This is an optimization exercise on Yosys and OpenROAD, whose aim is small area, a short achievable clock period and few clock cycles, not a production implementation.
Where RTL was checked, it was by simulation tests only, not by an equivalence proof against the original.

==> flow/design.v (excerpt) <==
module frm_pack (
    input  wire        clk,
    input  wire        rst,
    input  wire        start,
    input  wire [7:0]  ft,
    input  wire [7:0]  sub,
    input  wire [15:0] cmd,          
    input  wire [7:0]  dlen,
    input  wire [11:0] plen,         
    output wire        idle,
    input  wire        pi_valid,
    output wire        pi_ready,
    input  wire [3:0]  pi_count,
    input  wire [63:0] pi_data,      
    output wire        fo_valid,
    input  wire        fo_ready,
    output wire [28:0] fo_id,
    output wire [3:0]  fo_len,
    output wire [63:0] fo_data,      
    output wire        done,
    output wire [7:0]  status,
    output wire [7:0]  subcode
);
For scale: roughly 1,800 cells after synthesis, roughly 200 flip-flops, roughly 240 I/O pins, about 0.016 mm² of cells after synthesis.
export LEC_CHECK = 0
export CAP_MARGIN = 20
export CORE_MARGIN = 2
export CORE_UTILIZATION = 40
export PLACE_DENSITY = 0.6
export SETUP_SLACK_MARGIN = 5
export SLEW_MARGIN = 20
create_clock -name core_clock -period 10.0 [get_ports {clk}]
standard.sh (not shown) runs the stock make flow with config.mk's settings and CLKGATE_MAP_FILE= SYNTH_SCRIPT=/design/flow/synth_recipe.tcl, a recipe that flattens the netlist after the stock synthesis.
==> flow/flow/run.sh <==
#!/bin/bash
# The standard layout (standard.sh) with buf_1 cells as the port buffers and a setup repair margin of 5.6 ns.
# ORFS writes each step's log under orfs/logs; the make output goes to flow.log.
set -euo pipefail
sed 's|"\${@:-finish}"|SETUP_SLACK_MARGIN=5.6 "BUFFER_PORTS_ARGS=-buffer_cell sky130_fd_sc_hd__buf_1" "${@:-finish}"|' standard.sh > standard_own.sh
grep -q 'BUFFER_PORTS_ARGS=' standard_own.sh
bash standard_own.sh > flow.log 2>&1
The starting point passed the timing, DRC and antenna checks.
Change:
==> flow/flow/run.sh (replaced) <==
#!/bin/bash
# The standard layout (standard.sh) with buf_1 cells as the port buffers.
# ORFS writes each step's log under orfs/logs; the make output goes to flow.log.
set -euo pipefail
sed 's|"\${@:-finish}"|"BUFFER_PORTS_ARGS=-buffer_cell sky130_fd_sc_hd__buf_1" "${@:-finish}"|' standard.sh > standard_own.sh
grep -q 'BUFFER_PORTS_ARGS=' standard_own.sh
bash standard_own.sh > flow.log 2>&1
After rerunning: The new run passed the timing, DRC and antenna checks; wire length fell by 5.1%; flip-flop and latch count does not change; worst setup slack gets worse by 120 ps; synthesized cell count stays the same; clock skew drops by 4.7 ps; global-route usage is lower by 0.94 points.
Function was not checked in any run of this note: the RTL went through the layout flow alone.

* * *

## v39
Another version of the RTL of frm_pack (not shown whole).
For scale: about 200 flip-flops, roughly 240 I/O pins, roughly 16,000 sq um of cells after synthesis.
==> flow/config.mk <==
export PLATFORM = sky130hd
export DESIGN_NAME = frm_pack
export DESIGN_NICKNAME = frm_pack
export VERILOG_FILES = /design/flow/design.v
export SDC_FILE = /design/flow/constraint.sdc
export NUM_CORES = 4
export LEC_CHECK = 0
export CAP_MARGIN = 20
export CORE_MARGIN = 2
export CORE_UTILIZATION = 40
export CTS_BUF_LIST = sky130_fd_sc_hd__clkbuf_8
export PLACE_DENSITY = 0.6
export SETUP_SLACK_MARGIN = 5
export SLEW_MARGIN = 20
==> flow/constraint.sdc <==
create_clock -name core_clock -period 10.0 [get_ports {clk}]
set_input_delay 2.0000 -clock core_clock [delete_from_list [all_inputs] [get_ports {clk}]]
set_output_delay 2.0000 -clock core_clock [all_outputs]
set_load 0.01 [all_outputs]
==> flow/flow/run.sh <==
#!/bin/bash
# The standard layout (standard.sh) with buf_1 cells as the port buffers and a setup repair margin of 5.2 ns.
# ORFS writes each step's log under orfs/logs; the make output goes to flow.log.
set -euo pipefail
sed 's|"\${@:-finish}"|SETUP_SLACK_MARGIN=5.2 "BUFFER_PORTS_ARGS=-buffer_cell sky130_fd_sc_hd__buf_1" "${@:-finish}"|' standard.sh > standard_own.sh
grep -q 'BUFFER_PORTS_ARGS=' standard_own.sh
bash standard_own.sh > flow.log 2>&1
v39 was carried through to the last stage, and its layout satisfied the timing, DRC and antenna checks.
Testbench counts of v39, summed over its fixed seeds: cycles 13,075.
### v39 -> v28
==> flow/flow/run.sh <==
#!/bin/bash
# The standard layout (standard.sh) with buf_1 cells as the port buffers.
# ORFS writes each step's log under orfs/logs; the make output goes to flow.log.
set -euo pipefail
sed 's|"\${@:-finish}"|"BUFFER_PORTS_ARGS=-buffer_cell sky130_fd_sc_hd__buf_1" "${@:-finish}"|' standard.sh > standard_own.sh
grep -q 'BUFFER_PORTS_ARGS=' standard_own.sh
bash standard_own.sh > flow.log 2>&1
--- a/flow/config.mk
+++ b/flow/config.mk
@@ -9,5 +9,4 @@
 export CORE_MARGIN = 2
-export CORE_UTILIZATION = 40
-export CTS_BUF_LIST = sky130_fd_sc_hd__clkbuf_8
-export PLACE_DENSITY = 0.6
+export CORE_UTILIZATION = 60
+export PLACE_DENSITY = 0.75
 export SETUP_SLACK_MARGIN = 5
Findings:
v28 did not stop at any stage, and its layout met the timing, DRC and antenna checks.
Changes observed in v28 relative to v39: post-synthesis cell area saw little to no change, met2 wirelength from detailed routing saw a decrease.
[v28 vs v39] path length in cells of the critical path: lower in v28
[inputs] v55 vs v28
--- a/flow/config.mk
+++ b/flow/config.mk
@@ -9,4 +9,5 @@
 export CORE_MARGIN = 2
-export CORE_UTILIZATION = 60
-export PLACE_DENSITY = 0.75
+export CORE_UTILIZATION = 40
+export CTS_BUF_LIST = sky130_fd_sc_hd__clkbuf_8
+export PLACE_DENSITY = 0.6
 export SETUP_SLACK_MARGIN = 5
Results
v55: all stages complete, timing, DRC and antenna checks passed
Every stage of the flow completed for v28, and the final layout passed the timing, DRC and antenna checks.
Per the comparison of v55 with v28, design area lower; total routed wirelength picked up an extra about 4%; routing usage on met2 went down 16 points.
Flip-flop and latch share of the layout cell area for v55: 0.24 points up relative to v28
v55 does better than v28 on worst hold slack after final layout.
In the reports for v28 and v55, the smaller die area belongs to v28.
Buffer and inverter count on the worst path for v55: 1 up relative to v28
Setup changes, v55 to v49
==> flow/flow/run.sh <==
#!/bin/bash
# The standard layout (standard.sh) with buf_1 cells as the port buffers and a setup repair margin of 5.6 ns.
# ORFS writes each step's log under orfs/logs; the make output goes to flow.log.
set -euo pipefail
sed 's|"\${@:-finish}"|SETUP_SLACK_MARGIN=5.6 "BUFFER_PORTS_ARGS=-buffer_cell sky130_fd_sc_hd__buf_1" "${@:-finish}"|' standard.sh > standard_own.sh
grep -q 'BUFFER_PORTS_ARGS=' standard_own.sh
bash standard_own.sh > flow.log 2>&1
--- a/flow/config.mk
+++ b/flow/config.mk
@@ -10,3 +10,2 @@
 export CORE_UTILIZATION = 40
-export CTS_BUF_LIST = sky130_fd_sc_hd__clkbuf_8
 export PLACE_DENSITY = 0.6
Results
v49 -> v55: number of multi-input combinational cells in the layout delta 0, exact match. Between v55 and v49, the signed area change from the synthesized netlist to the final layout is higher for v49. Taking v55 as the reference point, the clock skew of v49 falls by 0.0043 ns. Clock transition at the register clock pins on the worst setup and hold paths after CTS is higher on v55.

==> re-timing with driven ports <==
How much do the figures lean on ideal ports? The routed layouts below were timed once more, with nothing changed but the port constraints. Step 1, drivers: a clkbuf_16 drives clk and a buf_2 each remaining input, both assumed. Step 2 also shifts input and output timing later by t, the mid clock arrival at the registers, as if the neighbouring blocks saw the same clock. a / b / c = no drivers / after step 1 / after step 2; a / b = the first two.
| run | t, ns | setup slack, ns | worst setup path at the end | cell pins on the clock port's net |
|---|---|---|---|---|
| the first run of note 1 | 0.500 | 5.220 / 5.171 / 4.909 | input to register | 1 |
| the second run of note 1 | 0.505 | 5.098 / 5.090 / 4.673 | input to register | 1 |
| v39 | 0.543 | 5.154 / 5.120 / 4.607 | input to register | 1 |
| v28 | 0.508 | 4.966 / 4.966 / 4.576 | input to register | 1 |
| v55 | 0.540 | 5.013 / 5.007 / 4.467 | input to register | 1 |
| v49 | 0.502 | 5.136 / 5.121 / 4.630 | input to register | 1 |
After both steps every run listed still meets setup and hold. The setup slack of v39, which loses most, moves by -0.034 ns with the drivers and by -0.547 ns with both steps.
